This design comes from an exercise in tuning for small area on the open sky130 flow, not from production work.
In this exercise RTL edits were held to simulation tests only and were not proved equivalent to the original.
The clock input has no modelled driver; a real chip could not lean on it and would need a root buffer or a full tree.
Power is estimated from default activity; no workload was simulated.

==> module gnx_tx, before the edit <==
module gnx_tx (
    input  wire       clk,
    input  wire       rst,
    input  wire       in_valid,
    output wire       in_ready,
    input  wire [7:0] in_data,
    input  wire       in_last,
    output wire       out_valid,
    input  wire       out_ready,
    output reg  [7:0] out_data,
    output wire       out_last
);
    localparam T_CH    = 3'd0;
    localparam T_CMD   = 3'd1;
    localparam T_COL   = 3'd2;    
    localparam T_ALIGN = 3'd3;    
    localparam T_PRE   = 3'd4;    
    localparam T_HDR   = 3'd5;
    localparam T_DATA  = 3'd6;
    localparam T_TAIL  = 3'd7;    
    reg [2:0] state;
    reg [2:0] c;          
    reg [2:0] n;          
    reg       last_seen;  
    reg [6:0] cks;        
    reg [7:0] b0, b1, b2, b3, b4, b5;
    wire full = (n == 3'd7);
    wire drop = (n == 3'd6);
    assign out_valid = (state == T_PRE) || (state == T_DATA) || (state == T_TAIL) ||
                       (state == T_HDR && (!full || in_valid));
    assign out_last  = (state == T_TAIL) && c[0];
    wire cmd_bad = b5[7] || in_data[7];
    assign in_ready = (state == T_CH) || (state == T_COL) || (state == T_CMD) ||
                      (state == T_DATA && full && out_ready);
    wire take = in_valid && in_ready;
    wire xfer = out_valid && out_ready;
    always @(*) begin
        case (state)
            T_PRE: case (c)
                3'd0:    out_data = 8'hF0;
                3'd1:    out_data = 8'h00;
                3'd2:    out_data = 8'h00;
                3'd3:    out_data = 8'h10;
                3'd5:    out_data = 8'h56;
                default: out_data = {1'b0, b0[6:0]};
            endcase
            T_HDR:   out_data = {1'b0, b0[7], b1[7], b2[7], b3[7], b4[7], b5[7], full & in_data[7]};
            T_TAIL:  out_data = c[0] ? 8'hF7 : {1'b0, cks};
            default: out_data = {1'b0, b0[6:0]};
        endcase
    end
    wire shift = (take && !drop && !(state == T_CMD && cmd_bad)) ||
                 (state == T_ALIGN && c != 3'd6) ||
                 (xfer && state == T_PRE && c != 3'd5) ||
                 (xfer && state == T_DATA);
    always @(posedge clk) begin
        if (shift) begin
            b0 <= b1;
            b1 <= b2;
            b2 <= b3;
            b3 <= b4;
            b4 <= b5;
            b5 <= {in_data[7] & take, in_data[6:0]};
        end
    end
    always @(posedge clk) begin
        if (rst) begin
            state     <= T_CH;
            c         <= 3'd0;
            n         <= 3'd0;
            last_seen <= 1'b0;
            cks       <= 7'd0;
        end else begin
            if (xfer && !(state == T_PRE && c == 3'd0) && !(state == T_TAIL && c[0]))
                cks <= cks ^ out_data[6:0];
            case (state)
                T_CH: if (take) begin
                    c <= 3'd1;
                    if (!in_last)
                        state <= T_CMD;
                    else
                        c <= 3'd0;
                end
                T_CMD: if (take) begin
                    c         <= 3'd0;
                    last_seen <= in_last;
                    if (cmd_bad) begin
                        if (in_last) begin
                            state <= T_CH;
                            c     <= 3'd0;
                        end else begin
                            n     <= 3'd6;
                            state <= T_COL;
                        end
                    end else begin
                        state <= T_PRE;
                    end
                end
                T_ALIGN: begin
                    if (c != 3'd6)
                        c <= c + 3'd1;
                    else begin
                        c     <= 3'd0;
                        state <= T_HDR;
                    end
                end
                T_PRE: if (xfer) begin
                    if (c == 3'd6) begin
                        c     <= 3'd0;
                        state <= last_seen ? T_TAIL : T_COL;
                    end else
                        c <= c + 3'd1;
                end
                T_COL: if (take) begin
                    if (drop) begin
                        if (in_last) begin
                            n     <= 3'd0;
                            state <= T_CH;
                        end
                    end else begin
                        c         <= c + 3'd1;
                        last_seen <= in_last;
                        n         <= (n == 3'd5 && !in_last) ? 3'd7 : n + 3'd1;
                        if (in_last || n == 3'd5)
                            state <= T_ALIGN;
                    end
                end
                T_HDR: if (xfer)
                    state <= T_DATA;
                T_DATA: if (xfer) begin
                    n <= n - 3'd1;
                    if (full)
                        last_seen <= in_last;
                    if (n == 3'd1)
                        state <= last_seen ? T_TAIL : T_COL;
                end
                T_TAIL: if (xfer) begin
                    if (c[0]) begin
                        state <= T_CH;
                        c     <= 3'd0;
                    end else
                        c <= 3'd1;
                end
                default: state <= T_CH;
            endcase
        end
    end
endmodule
Settings: LEC_CHECK=0, CAP_MARGIN=20, CORE_MARGIN=2, CORE_UTILIZATION=40, SLEW_MARGIN=20; clock period 5.0 ns.
standard.sh (not shown) runs the stock make flow with config.mk's settings and CLKGATE_MAP_FILE= SYNTH_SCRIPT=/design/flow/synth_recipe.tcl, a recipe that flattens the netlist after the stock synthesis.
==> flow/flow/run.sh <==
#!/bin/bash
# The standard layout with three changes:
#  - after the standard synthesis, the combinational logic is mapped again with an area-oriented
#    ABC script (a timed &deepsyn search, then amap, best of four seeds; flip-flops, their names and cell types are kept exactly as synthesis made them);
#  - the port buffers are the smallest buffer cell;
#  - the clock tree is four buf_12, each driving the clocks of a quarter of the flip-flops
#    (flow/clock_buffer.tcl runs before CTS and takes the place of clock_tree_synthesis).
set -euo pipefail
export BUFFER_PORTS_ARGS="-buffer_cell sky130_fd_sc_hd__buf_1"
R=orfs/results/sky130hd/gnx_link/base
LIB=$FLOW_HOME/platforms/sky130hd/lib/sky130_fd_sc_hd__tt_025C_1v80.lib

bash standard.sh synth > synth.log 2>&1
cp $R/1_2_yosys.v $R/1_2_yosys_std.v

# four seeds of the search in parallel; the smallest result is kept
for S in 1 2 3 4; do
  printf 'strash\n&get -n\n&deepsyn -T 30 -S %d\n&put\ndch -f\namap\n' $S > area_$S.abc
  yosys -p "read_liberty -ignore_miss_func $LIB; read_verilog $R/1_2_yosys_std.v; hierarchy -top $FLOW_TOP;
    setattr -mod -set keep_hierarchy 1 sky130_fd_sc_hd__*df* sky130_fd_sc_hd__conb_*; flatten; opt_clean;
    abc -script area_$S.abc -liberty $LIB -dont_use *lpflow* -dont_use *probe*; opt_clean -purge;
    hilomap -singleton -hicell sky130_fd_sc_hd__conb_1 HI -locell sky130_fd_sc_hd__conb_1 LO;
    insbuf -buf sky130_fd_sc_hd__buf_1 A X; splitnets; opt_clean -purge; tee -o remap_$S.stat stat -liberty $LIB;
    select $FLOW_TOP; write_verilog -noattr -nohex -nodec -selected $R/1_2_yosys_remap_$S.v" > remap_$S.log 2>&1 &
done
wait
best=$(for S in 1 2 3 4; do echo "$(grep 'Chip area for top module' remap_$S.stat | awk '{print $NF}') $S"; done | sort -g | head -1 | awk '{print $2}')
echo "remap: seed $best kept" | tee remap.log
cp $R/1_2_yosys_remap_$best.v $R/1_2_yosys_remap.v
cp $R/1_2_yosys_remap.v $R/1_2_yosys.v
rm -f $R/1_synth.odb $R/1_synth.sdc

export PRE_CTS_TCL=$PWD/flow/clock_buffer.tcl
bash standard.sh > standard.log 2>&1
Other scripts of this flow, unchanged in this note and not shown: flow/flow/clock_buffer.tcl
Then changed:
--- a/flow/design.v
+++ b/flow/design.v
@@ -50,9 +50,9 @@
         endcase
     end
     wire shift = (take && !drop && !(state == T_CMD && cmd_bad)) ||
                  (state == T_ALIGN && c != 3'd6) ||
-                 (xfer && state == T_PRE && c != 3'd5) ||
+                 (xfer && state == T_PRE && (c == 3'd4 || c == 3'd6)) ||
                  (xfer && state == T_DATA);
     always @(posedge clk) begin
         if (shift) begin
             b0 <= b1;
@@ -81,9 +81,9 @@
                     else
                         c <= 3'd0;
                 end
                 T_CMD: if (take) begin
-                    c         <= 3'd0;
+                    c         <= 3'd2;
                     last_seen <= in_last;
                     if (cmd_bad) begin
                         if (in_last) begin
                             state <= T_CH;
@@ -92,17 +92,17 @@
                             n     <= 3'd6;
                             state <= T_COL;
                         end
                     end else begin
-                        state <= T_PRE;
+                        state <= T_ALIGN;
                     end
                 end
                 T_ALIGN: begin
                     if (c != 3'd6)
                         c <= c + 3'd1;
                     else begin
                         c     <= 3'd0;
-                        state <= T_HDR;
+                        state <= (n == 3'd0) ? T_PRE : T_HDR;
                     end
                 end
                 T_PRE: if (xfer) begin
                     if (c == 3'd6) begin
The changed run finished clean. Final cell count came out higher by 4.3%. Power came out lower by about 7%. Area after synthesis came out higher by 2.4%. Routed wire length came out higher by 6.7%. Critical path depth came out lower by 9. Via count came out higher by 5.7%. Setup slack improves by 0.70 ns.
In every run of this note, the design's own scripts or RTL, not TritonCTS, make the clock network.

-- static timing again, ports no longer ideal --
In the flow no input, the clock included, has a driving cell. The finished layouts below were timed again as built, in two steps.
Step 1 assumes that a clkbuf_16 drives the clock port and a buf_2 every other input.
Step 2, shift: input delay + t, output delay - t, t = (earliest + latest rising clock arrival at the registers) / 2. This alone moves slack from input paths to output paths.
Three values: no drivers, after step 1, after step 2; two values: the first two.
| run | t, ns | setup WS [ns] | clock arrival spread, ns | worst slew at a driven data input, ns |
|---|---|---|---|---|
| the first run | 0.213 | 0.991 / 0.991 / 0.991 | 0.012 / 0.012 | 0.03 |
| the second run | 0.211 | 1.696 / 1.615 / 1.759 | 0.016 / 0.016 | 0.04 |
After both steps every run listed still meets setup and hold.
